Source: an optimization exercise on an open RTL-to-GDS flow (aim: small area). Production flows keep margins and buffers that such runs may drop.
The RTL was checked by simulation tests, not by an equivalence proof against the original design.
No activity file was given, so power comes from the tool's default toggle rates.

[design/flow/run.sh]
#!/bin/bash
# synth_recipe.tcl (not shown) runs the flow's synth.tcl, then flattens the netlist and writes it again
# the make line also repeats each setting of config.mk as NAME=value (left out here)
make -C /OpenROAD-flow-scripts/flow DESIGN_CONFIG=/design/flow/config.mk WORK_HOME=/design/flow/orfs CLKGATE_MAP_FILE= SYNTH_SCRIPT=/design/flow/synth_recipe.tcl finish
[design/flow/config.mk]
export PLATFORM = sky130hd
export DESIGN_NAME = sp8_core
export DESIGN_NICKNAME = sp8_core
export VERILOG_FILES = /design/flow/design.v
export SDC_FILE = /design/flow/constraint.sdc
export NUM_CORES = 4
export LEC_CHECK = 0
export CAP_MARGIN = 20
export CORE_MARGIN = 2
export CORE_UTILIZATION = 40
export PLACE_DENSITY = 0.6
export SLEW_MARGIN = 20
[design/flow/constraint.sdc]
create_clock -name core_clock -period 5.0 [get_ports {clk}]
set_input_delay 1.0000 -clock core_clock [delete_from_list [all_inputs] [get_ports {clk}]]
set_output_delay 1.0000 -clock core_clock [all_outputs]
set_load 0.01 [all_outputs]
[design/flow/design.v]
module sp8_core (
    input  wire        clk,
    input  wire        rst,
    output reg  [15:0] bus_addr,
    output wire [7:0]  bus_wdata,
    output reg         mem_we,
    output reg         disp_we,
    output reg         io_we,
    input  wire [7:0]  mem_rdata,
    output wire        retire,
    output reg  [2:0]  cost,
    output wire        halted,
    output wire        faulted,
    output wire [7:0]  fault_op,
    output wire [15:0] pc,
    output wire [7:0]  sp,
    output wire [7:0]  a,
    output wire [7:0]  x,
    output wire [7:0]  y,
    output wire [7:0]  p
);
    localparam [2:0] S_V0 = 3'd0, S_V1 = 3'd1, S_V2 = 3'd2, S_1 = 3'd3,
                     S_2 = 3'd4, S_3 = 3'd5, S_SH = 3'd6, S_SF = 3'd7;
    localparam [3:0] C_LDI = 4'd0, C_LDZ = 4'd1, C_STZ = 4'd2, C_STA = 4'd3, C_ADC = 4'd4,
                     C_SBC = 4'd5, C_INC = 4'd6, C_CMP = 4'd7, C_BNE = 4'd8, C_SEC = 4'd9;
    reg [1:0] q;
    reg [2:0] st;
    reg [3:0] cls;
    reg       rt, rp;
    reg [7:0] t, ar, pl, ph;
    reg       cl, ch;
    reg       fc, fz, fv, fn;
    wire q0 = (q == 2'd0);
    wire q1 = (q == 2'd1);
    wire q3 = (q == 2'd3);
    assign sp = 8'hFF;
    assign x  = 8'h00;
    assign y  = 8'h00;
    assign p  = {fn, fv, 1'b1, 1'b0, 1'b0, 1'b0, fz, fc};
    assign a  = ar;
    assign pc = {ph, pl};
    assign retire   = rt;
    assign halted   = (st == S_SH);
    assign faulted  = (st == S_SF);
    assign fault_op = t;
    always @(*) begin
        case (cls)
            C_LDZ, C_STZ: cost = 3'd3;
            C_STA:        cost = 3'd4;
            C_INC:        cost = 3'd5;
            C_BNE:        cost = fz ? 3'd2 : 3'd3;
            default:      cost = 3'd2;
        endcase
    end
    reg [3:0] dcls;
    reg       dlegal, dhlt;
    always @(*) begin
        dlegal = 1'b1; dhlt = 1'b0; dcls = C_SEC;
        case (mem_rdata)
            8'hA9: dcls = C_LDI;
            8'hA5: dcls = C_LDZ;
            8'h85: dcls = C_STZ;
            8'h8D: dcls = C_STA;
            8'h69: dcls = C_ADC;
            8'hE9: dcls = C_SBC;
            8'hE6: dcls = C_INC;
            8'hC9: dcls = C_CMP;
            8'hD0: dcls = C_BNE;
            8'h38: dcls = C_SEC;
            8'hFF: dhlt = 1'b1;
            default: dlegal = 1'b0;
        endcase
    end
    reg [1:0] sb;
    always @(*) begin
        case (q)
            2'd0: sb = mem_rdata[1:0];
            2'd1: sb = t[3:2];
            2'd2: sb = t[5:4];
            default: sb = t[7:6];
        endcase
    end
    wire alu_s  = (st == S_2) && (cls == C_LDI || cls == C_ADC || cls == C_SBC || cls == C_CMP);
    wire ldz_s3 = (st == S_3) && (cls == C_LDZ);
    wire win    = alu_s || ldz_s3;                        
    wire aw     = win;                                    
    wire bne2   = (st == S_2) && (cls == C_BNE);
    wire bne3   = (st == S_3) && (cls == C_BNE);
    wire inc_pc = (st == S_1) ||
                  ((st == S_2) && (cls != C_BNE)) ||
                  ((st == S_3) && (cls == C_STA));
    wire       ua  = (cls == C_ADC) || (cls == C_SBC) || (cls == C_CMP);
    wire       inv = (cls == C_SBC) || (cls == C_CMP);
    wire [1:0] ax  = ua ? ar[1:0] : 2'b00;
    wire [1:0] bx  = inv ? ~sb : sb;
    wire       ci  = !ua ? 1'b0 : (q0 ? ((cls == C_CMP) ? 1'b1 : fc) : fc);
    wire       s0  = ax[0] ^ bx[0] ^ ci;
    wire       c1  = (ax[0] & bx[0]) | (ci & (ax[0] ^ bx[0]));
    wire       s1  = ax[1] ^ bx[1] ^ c1;
    wire       c2  = (ax[1] & bx[1]) | (c1 & (ax[1] ^ bx[1]));
    wire [1:0] lb  = (bne2 && !fz) ? sb : 2'b00;
    wire       lci = q0 ? (inc_pc || bne2) : cl;
    wire [2:0] ls  = {1'b0, pl[1:0]} + {1'b0, lb} + {2'b00, lci};
    wire [1:0] lo  = (st == S_V1) ? sb : ls[1:0];
    wire       hs  = bne3 && !fz && t[7];
    wire       hci = q0 ? (bne3 ? cl : (inc_pc && (&pl))) : ch;
    wire [2:0] hsum = {1'b0, ph[1:0]} + {1'b0, hs, hs} + {2'b00, hci};
    wire [1:0] ho  = (st == S_V2) ? sb : hsum[1:0];
    wire [7:0] incv = mem_rdata + 8'd1;
    assign bus_wdata = (cls == C_INC) ? incv : ar;
    always @(*) begin
        bus_addr = {ho, ph[7:2], lo, pl[7:2]};       
        mem_we = 1'b0; disp_we = 1'b0; io_we = 1'b0;
        case (st)
            S_V0: bus_addr = 16'hFFFC;
            S_V1: bus_addr = 16'hFFFD;
            S_2: begin
                if (q0 && (cls == C_STZ || cls == C_INC)) begin
                    bus_addr = {8'h00, mem_rdata};
                    mem_we = (cls == C_STZ);
                end
                if (q1 && cls == C_INC) begin
                    bus_addr = {8'h00, t};
                    mem_we = 1'b1;
                end
                if (q3 && cls == C_LDZ) bus_addr = {8'h00, t};
            end
            S_3: if (q0 && cls == C_STA) begin
                bus_addr = {mem_rdata, t};
                disp_we = (mem_rdata[7:4] == 4'h4);
                io_we   = (mem_rdata[7:4] == 4'h5);
                mem_we  = (mem_rdata[7:4] != 4'h4) && (mem_rdata[7:4] != 4'h5);
            end
            default: ;
        endcase
    end
    wire last = (st == S_1 && dsec_r) ||
                (st == S_2 && !(cls == C_LDZ || cls == C_STA || cls == C_BNE)) ||
                (st == S_3);
    reg dsec_r;    
    wire rs = rst || rp;
    wire hold_off = aw && !q3;
    always @(posedge clk) begin
        pl <= {lo, pl[7:2]};
        ph <= {ho, ph[7:2]};
        cl <= ls[2];
        ch <= hsum[2];
        if (q0 && !bne3) t <= mem_rdata;
        if (aw) ar <= {(cls == C_CMP) ? ar[1:0] : {s1, s0}, ar[7:2]};
        if (rs && !hold_off) begin
            st <= S_V0; q <= 2'd3; rt <= 1'b0; rp <= 1'b0;
            fc <= 1'b0; fz <= 1'b0; fv <= 1'b0; fn <= 1'b0;
        end else begin
            if (rs) rp <= 1'b1;
            q  <= q + 2'd1;
            rt <= q3 && (last || (st == S_1 && !dlegal_r)) ;
            if (win) begin
                if (ua) fc <= c2;
                if (q3 && ua && cls != C_CMP) fv <= c1 ^ c2;
                fz <= (q0 ? 1'b1 : fz) & !s0 & !s1;
                fn <= s1;
            end
            if (st == S_2 && cls == C_INC && q1) begin
                fz <= (incv == 8'h00);
                fn <= incv[7];
            end
            if (st == S_1 && q0) begin
                cls <= dcls;
                dsec_r <= dlegal && !dhlt && dcls == C_SEC;
                dlegal_r <= dlegal && !dhlt;
                dhlt_r <= dhlt;
                if (dlegal && !dhlt && dcls == C_SEC) fc <= 1'b1;
            end
            if (q3) begin
                case (st)
                    S_V0: st <= S_V1;
                    S_V1: st <= S_V2;
                    S_V2: st <= S_1;
                    S_1:  st <= !dlegal_r ? (dhlt_r ? S_SH : S_SF) : (dsec_r ? S_1 : S_2);
                    S_2:  st <= last ? S_1 : S_3;
                    S_3:  st <= S_1;
                    default: ;
                endcase
            end
        end
    end
    reg dlegal_r, dhlt_r;
endmodule
==> results.txt <==
==> cells in the final DEF (no fill, tap or decap), types with 9 or more instances in the layout <==
cell	Yosys	final
a221o_1	13	13
dfxtp_1	29	29
nand2b_1	9	9
edfxtp_1	23	23
nand3_1	9	9
inv_1	17	17
buf_4	33	22
conb_1	2	28
o21ai_0	9	9
a21oi_1	27	27
nand2_1	24	24
nor2_1	35	35
clkdlybuf4s50_1	0	76
==> metal layers <==
layer	vias to the layer above	routed length, um	global-route usage
met4	0	31	0.0249
met1	1457	4440	0.303
met5	-	0	0
met2	138	4530	0.323
li1	1468	-	-
met3	2	783	0.0368
==> state kept, by name, summed over array words and instances (netlist names), 2 cells and up <==
| name | cells |
|---|---|
| ar | 8 |
| ph | 8 |
| pl | 8 |
| t | 8 |
| cls | 4 |
| st | 3 |
| q | 2 |
==> layout make-up <==
class / instances / share of cell area
clock buffers: 6 / 0.0166
clock inverters: 2 / 0.00286
inverters: 20 / 0.0172
multi-input cells: 283 / 0.426
flip-flops and latches: 52 / 0.291
well taps: 105 / 0.0301
repair buffers: 100 / 0.217
==> worst max path at each step <==
stage,start,end,slack (ns),depth (start not counted)
after detailed placement,mem_rdata[0],bus_addr[7],-0.08,12
after floorplan,cls[0],bus_addr[7],0.96,11
after CTS,mem_rdata[0],bus_addr[7],0.11,12
after global routing,cls[2],bus_addr[15],0.07,12
final,cls[2],bus_addr[15],0.28,12
after global placement,mem_rdata[0],bus_addr[7],-0.04,12
==> cell families after synthesis <==
logic type / Yosys count / synth area share
flops: 52 / 0.369
buf+inv: 73 / 0.119
other cells: 2 / 0.00218
simple gates: 130 / 0.203
xor+xnor: 11 / 0.0280
compound gates: 95 / 0.199
fa+ha+maj: 14 / 0.0640
mux: 5 / 0.0160
==> what timing repair did <==
| item | CTS | global route |
|---|---|---|
| resized for setup | 1 | 1 |
| endpoints found under the setup margin | 1 | 1 |
| hold endpoints to repair | 0 | 0 |
| cloned | 0 | 0 |
==> per-stage QoR <==
stage / utilization / instances / setup slack [ns]
2_1_floorplan: - / 408 / 0.956
3_3_place_gp: 0.519 / 560 / -0.0398
3_5_place_dp: 0.519 / 560 / -0.0791
4_1_cts: 0.529 / 568 / 0.113
5_1_grt: 0.529 / 568 / 0.0747
6_report: 0.529 / 568 / 0.280
==> worst max-delay path, delay by kind of cell, from the launching register on <==
kind | cells | cell delay (ns)
adders and majority gates | 2 | 0.78
buffers and inverters | 3 | 0.77
AOI/OAI and AO/OA | 4 | 0.74
DFF | 1 | 0.44
and+or+nand+nor | 2 | 0.41
muxes | 1 | 0.28
==> where the power goes <==
| part | internal, mW | switching, mW |
|---|---|---|
| Sequential | 0.498 | 0.0572 |
| Clock | 0.0985 | 0.146 |
| Combinational | 0.157 | 0.155 |
| Total | 0.753 | 0.358 |
==> reports/metrics.csv <==
stage,metric,value,unit
outcome,outcome,timing/DRC/antenna clean,
global_routing,initial antenna violation count,0,
sta,Clock Skews,0.00681,ns
synthesis,Synth Area per Inst,9.01,um^2
synthesis,Yosys cell types,67,
synthesis,sequential-to-total area share from yosys stat,0.369,
layout,Syn-to-layout area delta,27.0,%
synthesis,largest area contributor in the netlist,edfxtp_1,
placed_design,Placement Cell Area,4280,um^2
synthesis,most common cell in the synthesized netlist,nor2_1,
clocking,Worst-path clk slew,0.10,ns
sta,Final Max Tran Viols,0,
sta,fin crit period,4.72,ns
critical_path,reg2reg start,q[0],
critical_path,Critical Path AT,3.72,ns
global_routing,first-pass GRT wire length,15500,um
floorplan,height of the die,96.7,um
critical_path,Worst path slowest cell,clkdlybuf4s50_1,
critical_path,CP most frequent cell,fa_1,
synthesis,Post-synth EDFFs,23,
critical_path,CP max FO,12,
hold_path,Worst Hold Class,flop to flop,
hold_path,Min-Delay Endpoint,ph[1],
flow_run,max_cap viols,0,
critical_path,Critical Path Sink Type,output port,
detailed_routing,iteration count of the initial detailed-routing pass,4,
critical_path,Required @ worst endpoint,4.00,ns
floorplan,die width,96.7,um
layout,Reg area,1270,um^2
sta,RSZ-0062 raised after global routing,false,
floorplan,Die ar.,9360,um^2
sta,FMAX,0.212,GHz
detailed_routing,drt initial violations,162,
power,maximum VDD drop,0.000189,V
sta,Setup-failing EPs final,0,
detailed_routing,final wirelength,9790,um
synthesis,Yosys top cell area share,0.201,
hold_path,hold_sp,ph[3],
floorplan,Core Rows,33,
floorplan,Ports,107,
clocking,H-tree depth,2,
clocking,CTS tree,done,
detailed_routing,# DRC,0,
synthesis,synth cell count leaders,"nor2_1 (35), buf_4 (33), dfxtp_1 (29), a21oi_1 (27), nand2_1 (24)",
clocking,Max Root-Sink Buffers,2,
floorplan,Initial Util,0.417,
placed_design,half-perimeter wire length after placement,7510,um
global_routing,GRT Overall Usage,0.205,
critical_path,FF-to-FF path depth,11,
synthesis,Yosys reg bits,52,
hold_path,WHS Path Cells,0,
synthesis,Post-Syn Instances,382,
clocking,CTS Buf Count,5,
layout,layout cells sized above 1,0.102,
power,Cell Pwr Density,254,nW/um^2
critical_path,CP cell instances,buf_4 -> nand4bb_1 -> a21boi_1 -> a21oi_1 -> nor4_1 -> a311oi_1 -> fa_1 -> inv_1 -> fa_1 -> mux2_2 -> a221o_1 -> clkdlybuf4s50_1,
synthesis,Synth area leaders,"edfxtp_1 (20%), dfxtp_1 (17%), buf_4 (7.2%)",
synthesis,Synth Flop Type,dfxtp_1,
detailed_routing,via density per instance,5.40,
clocking,Post-CTS Setup Inserts,0,
global_routing,vias in the first global route,2866,
global_routing,grt ovf,0,
clocking,Hold Buf Count CTS,0,
critical_path,flop-to-flop setup slack,1.93,ns
detailed_routing,total number of vias,3065,
synthesis,Syn Std Cell Area,3440,um^2
detailed_routing,antenna-violating nets left,0,
layout,final net count,486,
sta,slew margin rel.,0.338,
sta,total negative slack,0,ns
placed_design,Buffers on Ports,78,
sta,Final Hold Vio Count,0,
critical_path,critical register-to-register path endpoint,fz,
layout,final instance area,4370,um^2
clocking,clock sink count,52,
layout,footprint of the multi-input gates,1860,um^2
detailed_routing,DR WL/cell,17.2,um
layout,FILL cells,785,
synthesis,"Async S/R FF share, synth",0,
power,PnR Total Power,1.11,mW
global_routing,pin count of the biggest net entering global routing,18,
critical_path,worst setup path class,flop to output port,
power,P_leak,1.68,nW
critical_path,startpoint type of the worst setup path,flop,
sta,Least-Margin Pin Slew,0.989,ns
layout,# diodes,0,
placed_design,routability cong.,0.850,
clocking,Clock Latency Late Sink,0.30,ns
synthesis,Ys Warns,1,
clocking,clk root buf,clkbuf_8,
sta,Hold WS,0.379,ns
sta,fin crit share,0.944,
floorplan,core area,8260,um^2
critical_path,CP peak stage delay,0.49,ns

-- what the ideal ports hide --
Ports are ideal in the flow. The routed layout listed here was re-timed in OpenROAD. Step 1, drivers: a clkbuf_16 drives clk and a buf_2 each remaining input, both assumed. Step 2 adds t to the input delays and takes it off the output delays; t is the mean of the earliest and latest rising clock arrival at the registers after step 1. Input paths then give back, and output paths get back, about the clock's delay inside the block. a / b / c = ideal ports / drivers / drivers and shift; a / b = the first two.
t (ns): 0.331
setup WS [ns]: 0.280 / 0.248 / 0.467
hold WS [ns]: 0.379 / 0.379 / 0.379
latest minus earliest clock arrival (ns): 0.007 / 0.007
pins driven straight from the clock port: 1
After both steps setup and hold are still met in this run. For this run, drivers alone change the setup slack by -0.032 ns; drivers and shift together by +0.187 ns.
